From an optimization exercise on the open Yosys and OpenROAD flow, aimed at small area, a short achievable clock period and few clock cycles per item; shortcuts taken in it are not production practice.
Where RTL was checked, it was by simulation tests only, not by an equivalence proof against the original.
Power is estimated from default activity; no workload was simulated.

Setup of trial 60:
==> flow/design.v (excerpt) <==
module ozec_calc (
    input             clk,
    input             rst_n,
    input             in_valid,
    output            in_ready,
    input      [31:0] cmd,
    input             subst,       
    input             nibmode,     
    input             bus_ready,   
    input      [15:0] d_word,      
    input      [7:0]  d_ofs,       
    input      [7:0]  d_rs,        
    input             d_valid,     
    output reg        done,
    output reg [3:0]  err,
    output reg        seq,
    output     [31:0] res0,
    output     [31:0] res1,
    output reg        wr_en,
    output     [6:0]  wr_addr,
    output            wr_two,
    output     [15:0] wr_data
);
For scale: about 410 flip-flops, roughly 170 I/O pins, about 0.023 mm² of cells after synthesis.
Settings: LEC_CHECK=0, ABC_AREA=1, CAP_MARGIN=20, CORE_MARGIN=2, CORE_UTILIZATION=90, CTS_CLUSTER_DIAMETER=90, CTS_CLUSTER_SIZE=26, SLEW_MARGIN=20; clock period 115.0 ns.
standard.sh (not shown) runs the stock make flow with config.mk's settings and CLKGATE_MAP_FILE= SYNTH_SCRIPT=/design/flow/synth_recipe.tcl, a recipe that flattens the netlist after the stock synthesis.
==> flow/flow/run.sh <==
#!/bin/bash
set -e
export BUFFER_PORTS_ARGS="-buffer_cell sky130_fd_sc_hd__buf_1"
bash standard.sh > standard.log 2>&1
Trial 60 terminated abnormally: global routing (5_1_grt) reported GRT-0116.
Testbench counts of trial 60, summed over its fixed seeds: cycles 3,904, items 3,200.
Inputs modified between trial 60 and build 72:
-- flow/config.mk --
<<< trial 60, line 9
export CAP_MARGIN = 20
export CORE_MARGIN = 2
export CORE_UTILIZATION = 90
export CTS_CLUSTER_DIAMETER = 90
export CTS_CLUSTER_SIZE = 26
>>> build 72, line 9
export CAP_MARGIN = 20
export CORE_MARGIN = 2
export CORE_UTILIZATION = 80
export CTS_CLUSTER_DIAMETER = 90
export CTS_CLUSTER_SIZE = 26
Findings:
Build 72: done, clean on timing, DRC and antenna. Reported for build 72 and trial 60, total number of H-tree levels turned out identical to the last digit. Delta (build 72 minus trial 60): placed cell count went up by about 1.9%, weighted congestion at the end of routability-driven global placement lower. Between build 72 and trial 60, the difference in XOR/XNOR share of the synthesized area is negligible. Worst setup timing slack at the placement stage deteriorates in build 72 relative to trial 60. Measured against each other, build 72 and trial 60 differ in effective utilization at floorplan, the higher figure coming from trial 60. Compared with trial 60, build 72 shows a die width that is 5.9% higher. Diff build 72..trial 60 | register bit count reported by yosys | unchanged.


== lagoon ==
ozec_calc again, from the RTL that the note above started with.
Design ozec_calc, start of the top module:
module ozec_calc (
    input             clk,
    input             rst_n,
    input             in_valid,
    output            in_ready,
    input      [31:0] cmd,
    input             subst,       
    input             nibmode,     
    input             bus_ready,   
    input      [15:0] d_word,      
    input      [7:0]  d_ofs,       
    input      [7:0]  d_rs,        
    input             d_valid,     
    output reg        done,
    output reg [3:0]  err,
    output reg        seq,
    output     [31:0] res0,
    output     [31:0] res1,
    output reg        wr_en,
    output     [6:0]  wr_addr,
    output            wr_two,
    output     [15:0] wr_data
);
Settings: LEC_CHECK=0, ABC_AREA=1, CAP_MARGIN=20, CORE_MARGIN=2, CORE_UTILIZATION=80, CTS_CLUSTER_DIAMETER=90, CTS_CLUSTER_SIZE=26, GPL_TIMING_DRIVEN=0, SLEW_MARGIN=20; clock period 115.0 ns.
Scripts as last shown in full above: flow/flow/run.sh
lagoon finished end to end and its layout was clean on timing, DRC and antenna.
Testbench counts of lagoon, summed over its fixed seeds: cycles 3,904, items 3,200.
What amber does differently from lagoon at the input level:
diff --git a/flow/config.mk b/flow/config.mk
--- a/flow/config.mk
+++ b/flow/config.mk
@@ -11,5 +11,4 @@
 export CORE_UTILIZATION = 80
-export CTS_CLUSTER_DIAMETER = 90
-export CTS_CLUSTER_SIZE = 26
-export GPL_TIMING_DRIVEN = 0
+export CTS_CLUSTER_DIAMETER = 50
+export CTS_CLUSTER_SIZE = 16
 export SLEW_MARGIN = 20
## What came out
amber has completed all stages; timing, DRC and antenna checks passed.
amber — design internal power about 13% higher, lagoon as reference
amber vs lagoon, transition time at the pin with the least slew margin went up by 0.093 ns.
Delta (amber minus lagoon): routed wire length went up 6.1 mm; met3 routing resource usage after global routing climbed 3.8 points; non-filler instance count after layout fell by 27.
lagoon → amber: sequential share of layout area went down by 0.47 points, post-layout worst setup margin went up by 0.081 ns, largest incremental delay on the critical path went down by 0.02 ns, signed area change from the synthesized netlist to the final layout went up by 1.5 points.


Another version of the RTL of ozec_calc (not shown whole).
Size in the first run: about 420 flip-flops, ~25000 um^2 of cells after synthesis.
clock: 115.0 ns
lec_check: 0
cap_margin: 20
core_margin: 2
core_utilization: 70
cts_buf_list: sky130_fd_sc_hd__clkbuf_4
slew_margin: 20
==> flow/flow/run.sh <==
#!/bin/bash
set -e
export BUFFER_PORTS_ARGS="-buffer_cell sky130_fd_sc_hd__buf_2"
bash standard.sh > standard.log 2>&1
The starting point went through all stages and came out clean.
Change:
--- a/flow/config.mk
+++ b/flow/config.mk
@@ -11 +11 @@
-export CTS_BUF_LIST = sky130_fd_sc_hd__clkbuf_4
+export CTS_BUF_LIST = sky130_fd_sc_hd__clkbuf_2 sky130_fd_sc_hd__clkbuf_8
The changed run completed without violations.
Setup slack gains 0.20 ns.
Routed wire length increases by about 2.3%.
Synthesized cell count does not change.
Function was not checked in any run of this note: the RTL went through the layout flow alone.


before:
Another version of the RTL of ozec_calc (not shown whole).
Size in the first run: ~2600 cells after synthesis, roughly 24000 sq um of cells after synthesis.
==> flow/design.v (excerpt) <==
module ozec_calc (
    input             clk,
    input             rst_n,
    input             in_valid,
    output            in_ready,
    input      [31:0] cmd,
    input             subst,       
    input             nibmode,     
    input             bus_ready,   
    input      [15:0] d_word,      
    input      [7:0]  d_ofs,       
    input      [7:0]  d_rs,        
    input             d_valid,     
    output reg        done,
    output reg [3:0]  err,
    output reg        seq,
    output     [31:0] res0,
    output     [31:0] res1,
    output reg        wr_en,
    output     [6:0]  wr_addr,
    output            wr_two,
    output     [15:0] wr_data
);
export LEC_CHECK = 0
export ABC_AREA = 1
export CAP_MARGIN = 20
export CORE_MARGIN = 2
export CORE_UTILIZATION = 70
export CTS_CLUSTER_DIAMETER = 80
export CTS_CLUSTER_SIZE = 24
export SLEW_MARGIN = 20
create_clock -name core_clock -period 115.0 [get_ports {clk}]
Scripts as last shown in full above: flow/flow/run.sh
Testbench counts of before, summed over its fixed seeds: cycles 3,904, items 3,200.
[inputs] after vs before
Settings: CTS_CLUSTER_DIAMETER changed from 80 to 100; CTS_CLUSTER_SIZE changed from 24 to 30.
==> comparison <==
after against before: area share of fa/ha/maj cells after synthesis closely matched the old numbers, worst setup slack +0.018 ns, total wire length now smaller.
There was hardly any difference in final-stage net count between before and after.
Combinational fraction of design power: after > before


Setup of v6:
ozec_calc, a different RTL version from the one above (not shown whole).
Size: ~2600 cells after synthesis, roughly 420 flip-flops, ~170 I/O pins, about 24000 µm² of cells after synthesis.
==> flow/config.mk <==
export PLATFORM = sky130hd
export DESIGN_NAME = ozec_calc
export DESIGN_NICKNAME = ozec_calc
export VERILOG_FILES = /design/flow/design.v
export SDC_FILE = /design/flow/constraint.sdc
export NUM_CORES = 4
export LEC_CHECK = 0
export ABC_AREA = 1
export CAP_MARGIN = 20
export CORE_MARGIN = 2
export CORE_UTILIZATION = 80
export CTS_CLUSTER_DIAMETER = 100
export CTS_CLUSTER_SIZE = 30
export SLEW_MARGIN = 20
==> flow/constraint.sdc <==
create_clock -name core_clock -period 115.0 [get_ports {clk}]
set_input_delay 23.0000 -clock core_clock [delete_from_list [all_inputs] [get_ports {clk}]]
set_output_delay 23.0000 -clock core_clock [all_outputs]
set_load 0.01 [all_outputs]
==> flow/flow/run.sh <==
#!/bin/bash
set -e
export BUFFER_PORTS_ARGS="-buffer_cell sky130_fd_sc_hd__buf_1"
bash standard.sh > standard.log 2>&1
Testbench counts of v6, summed over its fixed seeds: cycles 3,904, items 3,200.
Setup changes, v6 to v7
diff --git a/flow/config.mk b/flow/config.mk
--- a/flow/config.mk
+++ b/flow/config.mk
@@ -10,5 +10,5 @@
 export CORE_MARGIN = 2
 export CORE_UTILIZATION = 80
-export CTS_CLUSTER_DIAMETER = 100
-export CTS_CLUSTER_SIZE = 30
+export CTS_CLUSTER_DIAMETER = 90
+export CTS_CLUSTER_SIZE = 26
 export SLEW_MARGIN = 20
==> results.txt <==
- Comparing v6 against v7, there is no change at all in number of antenna violations at the first check in global routing.
- Total power divided by cell area: v7 lower than v6
- The area growth from synthesis to final layout of v6 and that of v7 are within noise of each other.
- Compared with v6, in v7 via count now smaller; clock power down about 2%; setup slack flat; wire length after detailed routing shrank by about 1.4%.
- First-pass detailed-route iteration total: v7 vs v6 up 4
- The gate count of the mapped netlist of v7 and that of v6 are within noise of each other.

re-timing with driven ports:
Ports are ideal in the flow. The routed layouts listed here were re-timed in OpenROAD. Step 1: set_driving_cell puts a clkbuf_16 on clk and a buf_2 on each other input, an assumption about the parent block. Step 2 moves the port delays by t, midway between the first and last clock arrival at a register: inputs arrive t later, outputs are due t later. That takes back most of the time a late clock gives input paths. Slacks: ideal / step 1 / step 2; pairs: ideal / step 1.
run	t, ns	setup slack, ns	worst data-port slew with drivers (ns)
build 72	0.603	90.841 / 90.783 / 90.889	0.05
lagoon	0.603	90.743 / 90.686 / 90.860	0.04
amber	0.617	90.825 / 90.770 / 90.886	0.05
the first run of note 3	0.861	90.380 / 90.332 / 91.193	0.04
the second run of note 3	0.678	90.584 / 90.535 / 91.213	0.04
before	0.637	90.782 / 90.725 / 91.042	0.04
after	0.609	90.800 / 90.742 / 91.055	0.04
v6	0.595	90.859 / 90.803 / 91.072	0.04
v7	0.604	90.860 / 90.804 / 91.069	0.04
After both steps every run listed still meets setup and hold.
